Context: an optimization exercise on an open-source flow, tuned for small area, a short achievable clock period and few clock cycles per item. The choices shown serve that exercise and are no tape-out recipe. At most, simulation tests tie the RTL to the original design; equivalence was not proved. No activity file was given, so power comes from the tool's default toggle rates.

the baseline:
## dsk_decoder
module dsk_decoder (
    input  wire         clk,
    input  wire         rst,
    input  wire         in_valid,
    output wire         in_ready,
    input  wire [183:0] in_key,
    input  wire [4:0]   in_klen,
    output reg          out_valid,
    input  wire         out_ready,
    output reg          out_sign,
    output reg  [1:0]   out_class,
    output reg  [31:0]  out_exp,
    output reg  [5:0]   out_dcnt,
    output reg  [143:0] out_digits,
    output wire [2:0]   out_status,
    output wire [4:0]   out_detail
);
For scale: about 7300 cells after synthesis, ~390 I/O pins, ~53000 sq um of cells after synthesis.
export LEC_CHECK = 0
export ABC_AREA = 1
export CAP_MARGIN = 40
export CORE_MARGIN = 2
export CORE_UTILIZATION = 60
export CTS_BUF_LIST = sky130_fd_sc_hd__clkbuf_16
export CTS_CLUSTER_DIAMETER = 80
export CTS_CLUSTER_SIZE = 30
export PLACE_DENSITY = 0.7
export SLEW_MARGIN = 40
create_clock -name core_clock -period 25.0 [get_ports {clk}]
standard.sh (not shown) runs the stock make flow with config.mk's settings and CLKGATE_MAP_FILE= SYNTH_SCRIPT=/design/flow/synth_recipe.tcl, a recipe that flattens the netlist after the stock synthesis.
==> flow/flow/run.sh <==
#!/bin/bash
# The standard layout (the standard.sh, standard synthesis included), with
# plain buffers on the ports instead of the default port buffer cell.
set -euo pipefail
bash standard.sh "BUFFER_PORTS_ARGS=-buffer_cell sky130_fd_sc_hd__buf_1" finish > standard_flow.log 2>&1
Testbench counts of the baseline, summed over its fixed seeds: cycles 16,024, items 16,000.
> inputs changed (the baseline -> the candidate)
Settings: changing PLACE_DENSITY from 0.7 to 0.6; changing CAP_MARGIN from 40 to 60; changing CORE_UTILIZATION from 60 to 40; changing SLEW_MARGIN from 40 to 60.
==> flow/flow/run.sh <==
#!/bin/bash
# The standard layout (the standard.sh, standard synthesis included), with
# plain buffers on the ports instead of the default port buffer cell.
set -euo pipefail
bash standard.sh "BUFFER_PORTS_ARGS=-buffer_cell sky130_fd_sc_hd__buf_2" finish > standard_flow.log 2>&1
--- outcome ---
Diff the baseline -> the candidate: sequential share of layout area dropped 1.7 points; highest ir drop seen on vdd dropped 14 uV; worst hold margin barely changed; count of vias placed by the detailed router dropped about 2.5%; number of clock buffers in the layout climbed 23%. Summary of the candidate over the baseline: worst path setup slack after routing went down, total of fill cells in the finished design increased 5694. Origin of the worst setup path = s0_key[180]: the baseline; origin of the worst setup path = out_digits[56]: the candidate. Total clock network power: the candidate and the baseline compared, lower one is the baseline. NOTE final area the baseline->the candidate increased by a few percent.


Another version of the RTL of dsk_decoder (not shown whole).
For scale: about 7400 cells after synthesis, about 750 flip-flops, about 390 I/O pins, ~52000 um^2 of cells after synthesis.
clock: 25.0 ns
lec_check: 0
abc_area: 1
cap_margin: 20
core_margin: 2
core_utilization: 40
place_density: 0.6
slew_margin: 20
run.sh (not shown) runs the stock make flow with config.mk's settings and CLKGATE_MAP_FILE= SYNTH_SCRIPT=/design/flow/synth_recipe.tcl, a recipe that flattens the netlist after the stock synthesis.
Stock flow here: none of the scripts above is used.
Change:
==> flow/flow/run.sh (new file) <==
#!/bin/bash
# The standard layout (the standard.sh, standard synthesis included), with
# plain buffers on the ports instead of the default port buffer cell.
set -euo pipefail
bash standard.sh "BUFFER_PORTS_ARGS=-buffer_cell sky130_fd_sc_hd__buf_2" finish > standard_flow.log 2>&1
==> flow/standard.sh (new file) <==
#!/bin/bash
# synth_recipe.tcl (not shown) runs the flow's synth.tcl, then flattens the netlist and writes it again
# the make line also repeats each setting of config.mk as NAME=value (left out here)
make -C /OpenROAD-flow-scripts/flow DESIGN_CONFIG=/design/flow/config.mk WORK_HOME=/design/flow/orfs CLKGATE_MAP_FILE= SYNTH_SCRIPT=/design/flow/synth_recipe.tcl "${@:-finish}"
Settings changed: CAP_MARGIN 20 to 60.
removed: flow/run.sh
After rerunning: The new run ran to the end with no violations. Hold slack hardly moves. Wire length came out lower slightly. Clock power came out higher by a few percent. Maximum frequency came out higher by roughly a tenth. Clock skew came out lower by 10 ps. Power came out higher slightly. Global-route usage came out lower by 0.23 points. Via count came out higher slightly.
No run of this note included a check of the RTL's function; only the layout flow was run.


== v31 ==
dsk_decoder with an RTL version that a note above also has.
For scale: ~7,300 cells after synthesis, roughly 750 flip-flops, ~390 I/O pins, roughly 53,000 um2 of cells after synthesis.
export LEC_CHECK = 0
export ABC_AREA = 1
export CAP_MARGIN = 60
export CORE_MARGIN = 2
export CORE_UTILIZATION = 60
export CTS_BUF_LIST = sky130_fd_sc_hd__clkbuf_16
export CTS_CLUSTER_DIAMETER = 80
export CTS_CLUSTER_SIZE = 30
export PLACE_DENSITY = 0.7
export SLEW_MARGIN = 60
create_clock -name core_clock -period 25.0 [get_ports {clk}]
standard.sh (not shown) runs the stock make flow with config.mk's settings and CLKGATE_MAP_FILE= SYNTH_SCRIPT=/design/flow/synth_recipe.tcl, a recipe that flattens the netlist after the stock synthesis.
==> flow/flow/run.sh <==
#!/bin/bash
# The standard layout (the standard.sh, standard synthesis included), with
# plain buffers on the ports instead of the default port buffer cell.
set -euo pipefail
bash standard.sh "BUFFER_PORTS_ARGS=-buffer_cell sky130_fd_sc_hd__buf_2" finish > standard_flow.log 2>&1
Testbench counts of v31, summed over its fixed seeds: cycles 16,024, items 16,000.
diff inputs: v31 => v6
- a deleted CTS_BUF_LIST that had been sky130_fd_sc_hd__clkbuf_16
- a change of PLACE_DENSITY from 0.7 to 0.6
- a deleted CTS_CLUSTER_DIAMETER that had been 80
- a deleted CTS_CLUSTER_SIZE that had been 30
- a change of CORE_UTILIZATION from 60 to 40
[summary]
Fraction of power consumed by the clock network was higher in the run labelled v6.
Diff v31 -> v6: non-clock buffer count went up 8; sum of routed wire segments on met1 went up 13,000 um; final worst-path setup slack went down 48 ps; fraction of the core area covered by cells at the end of the flow went down 21 points.
On v6: die area is 49% higher than what v31 gave.
The global-route usage reported for v6 is smaller than that of v31 by 11 points.
Input-level comparison between v50 and v6:
- putting CTS_CLUSTER_DIAMETER at 80 where nothing was set
- putting CTS_CLUSTER_SIZE at 25 where nothing was set
- putting CTS_BUF_LIST at sky130_fd_sc_hd__clkbuf_16 where nothing was set
- swapping 40 for 60 in CORE_UTILIZATION
- swapping 0.6 for 0.7 in PLACE_DENSITY
-- flow/flow/run.sh --
<<< v6, line 5
bash standard.sh "BUFFER_PORTS_ARGS=-buffer_cell sky130_fd_sc_hd__buf_2" finish > standard_flow.log 2>&1
>>> v50, line 5
bash standard.sh "BUFFER_PORTS_ARGS=-buffer_cell sky130_fd_sc_hd__buf_1" finish > standard_flow.log 2>&1
[summary]
- No stage failed in v50, and the final checks on the layout all came back clean.
- v6 → v50: routed via count went up 2.3%; setup slack went up 62 ps; total power went down about 6.6%.
Changes in v23 relative to v50:
- swapping 0.7 for 0.6 in PLACE_DENSITY
- swapping 80 for 60 in CTS_CLUSTER_DIAMETER
- swapping 25 for 15 in CTS_CLUSTER_SIZE
- swapping sky130_fd_sc_hd__clkbuf_16 for sky130_fd_sc_hd__clkbuf_8 in CTS_BUF_LIST
- swapping 60 for 40 in CORE_UTILIZATION
-- flow/flow/run.sh --
<<< v50, line 5
bash standard.sh "BUFFER_PORTS_ARGS=-buffer_cell sky130_fd_sc_hd__buf_1" finish > standard_flow.log 2>&1
>>> v23, line 5
bash standard.sh "BUFFER_PORTS_ARGS=-buffer_cell sky130_fd_sc_hd__buf_2" finish > standard_flow.log 2>&1
Results
On remaining global-route overflow, v23 and v50 are neck and neck. Taking v50 as the reference, in v23 peak clock frequency supported by timing went down 5.0 MHz, fraction of power consumed by combinational cells went down 1.3 points. Reported for v23 and v50, total number of multi-input combinational cells turned out identical to the last digit. Going from v50 to v23, part of the cycle the worst path needs grows by 0.81 points. Diff v50 -> v23 | post-detailed-routing wire length | up by a little under 10%. Delta (v23 minus v50): leakage power increased by about 6% relative to the old numbers; switching power share of the total has decreased. v23: overall routing resource usage is 10 points lower than what v50 reported.
Relative to v23, the following input files were edited for v16:
- SLEW_MARGIN: 60 -> 50
- CORE_UTILIZATION: 40 -> 60
- PLACE_DENSITY: 0.6 -> 0.7
- CTS_BUF_LIST: sky130_fd_sc_hd__clkbuf_8 -> sky130_fd_sc_hd__clkbuf_16
- CTS_CLUSTER_DIAMETER: 60 -> 80
- CTS_CLUSTER_SIZE: 15 -> 30
-- flow/flow/run.sh --
<<< v23, line 5
bash standard.sh "BUFFER_PORTS_ARGS=-buffer_cell sky130_fd_sc_hd__buf_2" finish > standard_flow.log 2>&1
>>> v16, line 5
bash standard.sh "BUFFER_PORTS_ARGS=-buffer_cell sky130_fd_sc_hd__buf_1" finish > standard_flow.log 2>&1
--- outcome ---
The run with more routed wire is v23, not v16. | ratio of total power to cell area | higher: v16 |. Period utilization, v23 and v16, lower one = v16.
diff inputs: v16 => v30
- changing CORE_UTILIZATION from 60 to 55
- changing SLEW_MARGIN from 50 to 60
==> notes.md <==
Looking at the reports, v30 completed the entire flow and the layout it produced met the timing, DRC and antenna checks.
v30 vs v16 — final layout net count dropped slightly
Looking at register-to-register slack across v16 and v30, the one that comes out higher is v16.
In the tables for v16 and v30, combinational power share reads lower with v30.
Compared to v16, the routing of v30 uses more wire.
Looking only at via count, and setting everything else aside, the lower value of v16 and v30 goes to v30.
In the reports for v16 and v30, the smaller die width belongs to v16.
met2 wire length in v30 is about 1.3% below v16.
Status: power spent charging and discharging nets parity (v16, v30)


dsk_decoder again, from the RTL that the note above started with.
==> flow/design.v (excerpt) <==
module dsk_decoder (
    input  wire         clk,
    input  wire         rst,
    input  wire         in_valid,
    output wire         in_ready,
    input  wire [183:0] in_key,
    input  wire [4:0]   in_klen,
    output reg          out_valid,
    input  wire         out_ready,
    output reg          out_sign,
    output reg  [1:0]   out_class,
    output reg  [31:0]  out_exp,
    output reg  [5:0]   out_dcnt,
    output reg  [143:0] out_digits,
    output wire [2:0]   out_status,
    output wire [4:0]   out_detail
);
==> flow/config.mk <==
export PLATFORM = sky130hd
export DESIGN_NAME = dsk_decoder
export DESIGN_NICKNAME = dsk_decoder
export VERILOG_FILES = /design/flow/design.v
export SDC_FILE = /design/flow/constraint.sdc
export NUM_CORES = 8
export LEC_CHECK = 0
export ABC_AREA = 1
export CAP_MARGIN = 60
export CORE_MARGIN = 2
export CORE_UTILIZATION = 60
export CTS_BUF_LIST = sky130_fd_sc_hd__clkbuf_16
export CTS_CLUSTER_DIAMETER = 80
export CTS_CLUSTER_SIZE = 30
export PLACE_DENSITY = 0.65
export SLEW_MARGIN = 60
==> flow/constraint.sdc <==
create_clock -name core_clock -period 25.0 [get_ports {clk}]
set_input_delay 5.0000 -clock core_clock [delete_from_list [all_inputs] [get_ports {clk}]]
set_output_delay 5.0000 -clock core_clock [all_outputs]
set_load 0.01 [all_outputs]
==> flow/flow/run.sh <==
#!/bin/bash
# The standard layout (the standard.sh, standard synthesis included), with
# plain buffers on the ports instead of the default port buffer cell.
set -euo pipefail
bash standard.sh "BUFFER_PORTS_ARGS=-buffer_cell sky130_fd_sc_hd__buf_1" finish > standard_flow.log 2>&1
Testbench counts at the start, summed over its fixed seeds: cycles 16,024, items 16,000.
Change:
--- a/flow/config.mk
+++ b/flow/config.mk
@@ -13,4 +13,4 @@
 export CTS_CLUSTER_DIAMETER = 80
 export CTS_CLUSTER_SIZE = 30
-export PLACE_DENSITY = 0.65
+export PLACE_DENSITY = 0.7
 export SLEW_MARGIN = 60
The new run completed with no timing, DRC or antenna violations.
Combinational power is about the same.
Cell area stays the same.
Wire length is unchanged.
Synthesized area stays the same.
Synthesized cell count does not change.
Register-to-register slack barely changes.
Core utilization stays the same.
Global-route usage is unchanged.
Total power does not change.
Setup slack stays the same.
Critical path depth does not change.
Change:
--- a/flow/config.mk
+++ b/flow/config.mk
@@ -14,3 +14,3 @@
 export CTS_CLUSTER_SIZE = 30
 export PLACE_DENSITY = 0.7
-export SLEW_MARGIN = 60
+export SLEW_MARGIN = 70
What happened: Worst setup slack loses 0.056 ns; synthesized area does not change; clock-buffer cell count rises by 4; total power grows by 1.4%; utilization grows by 1.4 points; via count stays flat; combinational power barely changes; non-clock buffer count came out higher by 34; die area does not change.


dsk_decoder, a different RTL version from the one above (not shown whole).
Size: roughly 390 I/O pins, roughly 51000 µm² of cells after synthesis.
Settings: LEC_CHECK=0, ABC_AREA=1, CAP_MARGIN=80, CORE_MARGIN=2, CORE_UTILIZATION=40, PLACE_DENSITY=0.6, SLEW_MARGIN=80; clock period 25.0 ns.
==> flow/flow/run.sh <==
#!/bin/bash
# The standard layout (the standard.sh, standard synthesis included), with
# plain buffers on the ports instead of the default port buffer cell.
set -euo pipefail
bash standard.sh "BUFFER_PORTS_ARGS=-buffer_cell sky130_fd_sc_hd__buf_2" finish > standard_flow.log 2>&1
Testbench counts at the start, summed over its fixed seeds: cycles 16,024, items 16,000.
Then changed:
CAP_MARGIN = 60   (was 80)
SLEW_MARGIN = 60   (was 80)
=> Worst setup slack improves by 0.047 ns. Clock power hardly moves. Critical path depth decreases by 10. Cell area came out lower by 9.6%. Cell count goes down by 3.0%. Global-route usage came out lower by 0.43 points. Via count decreases by 2.6%. Power shrinks by 3.5%. Routed wire length goes down by 0.84%. Worst hold slack improves by 0.0057 ns.


RTL: one of the versions met above, not the one the previous note started from.
Size in the first run: ~7400 cells after synthesis, ~750 flip-flops, roughly 390 I/O pins, ~52000 um^2 of cells after synthesis.
clock: 25.0 ns
lec_check: 0
abc_area: 1
cap_margin: 20
core_margin: 2
core_utilization: 40
place_density: 0.6
slew_margin: 60
Scripts as last shown in full above: flow/flow/run.sh
Edit:
--- a/flow/config.mk
+++ b/flow/config.mk
@@ -13 +13 @@
-export SLEW_MARGIN = 60
+export SLEW_MARGIN = 20
After rerunning: The changed run produced a clean layout. First-iteration DRC count rises slightly. Power falls slightly. Via count rises slightly. Final area falls slightly. Setup slack is worse by 210 ps. Non-clock buffer count falls by 24. Hold slack barely changes.
No run of this note included a check of the RTL's function; only the layout flow was run.

## what the ideal ports hide
The flow's constraints put no driver on any port. The routed layouts listed below were extracted and timed again, unchanged, in two steps. Step 1, drivers: a clkbuf_16 drives clk and a buf_2 each remaining input, both assumed. Step 2, shift: input delay + t, output delay - t, t = (earliest + latest rising clock arrival at the registers) / 2. This alone moves slack from input paths to output paths. Three values: ideal, step 1, step 2; two values: the first two.
run | shift t [ns] | setup slack, ns | hold WS [ns] | worst setup path at the end
the baseline | 0.681 | 18.720 / 18.652 / 18.080 | 0.466 / 0.466 / 0.466 | input to register
the candidate | 0.767 | 18.676 / 18.596 / 18.552 | 0.465 / 0.465 / 0.465 | input to register
the first run of note 2 | 0.809 | 17.267 / 17.322 / 16.513 | 0.448 / 0.448 / 0.448 | input to register
the second run of note 2 | 0.788 | 18.215 / 18.215 / 17.815 | 0.448 / 0.448 / 0.448 | input to register
v31 | 0.707 | 18.721 / 18.650 / 18.191 | 0.469 / 0.469 / 0.469 | input to register
v6 | 0.778 | 18.674 / 18.597 / 18.558 | 0.456 / 0.456 / 0.456 | input to register
v50 | 0.699 | 18.736 / 18.660 / 18.296 | 0.467 / 0.467 / 0.467 | input to register
v23 | 0.897 | 18.533 / 18.452 / 18.530 | 0.461 / 0.461 / 0.461 | input to register
v16 | 0.677 | 18.752 / 18.681 / 18.122 | 0.476 / 0.476 / 0.476 | input to register
v30 | 0.748 | 18.702 / 18.627 / 18.158 | 0.462 / 0.462 / 0.462 | input to register
the first run of note 4 | 0.681 | 18.751 / 18.681 / 18.309 | 0.466 / 0.466 / 0.466 | input to register
the second run of note 4 | 0.681 | 18.751 / 18.681 / 18.309 | 0.466 / 0.466 / 0.466 | input to register
the third run of note 4 | 0.698 | 18.694 / 18.621 / 18.325 | 0.464 / 0.464 / 0.464 | input to register
the first run of note 5 | 0.785 | 18.236 / 18.236 / 18.236 | 0.449 / 0.449 / 0.449 | register to register
the second run of note 5 | 0.798 | 18.284 / 18.284 / 18.284 | 0.455 / 0.455 / 0.455 | register to register
the first run of note 6 | 0.790 | 18.144 / 18.144 / 17.820 | 0.446 / 0.446 / 0.446 | input to register
the second run of note 6 | 0.778 | 17.938 / 17.938 / 17.481 | 0.447 / 0.447 / 0.447 | input to register
After both steps every run listed still meets setup and hold. The setup slack of the first run of note 2, which loses most, moves by +0.055 ns with the drivers and by -0.754 ns with both steps.
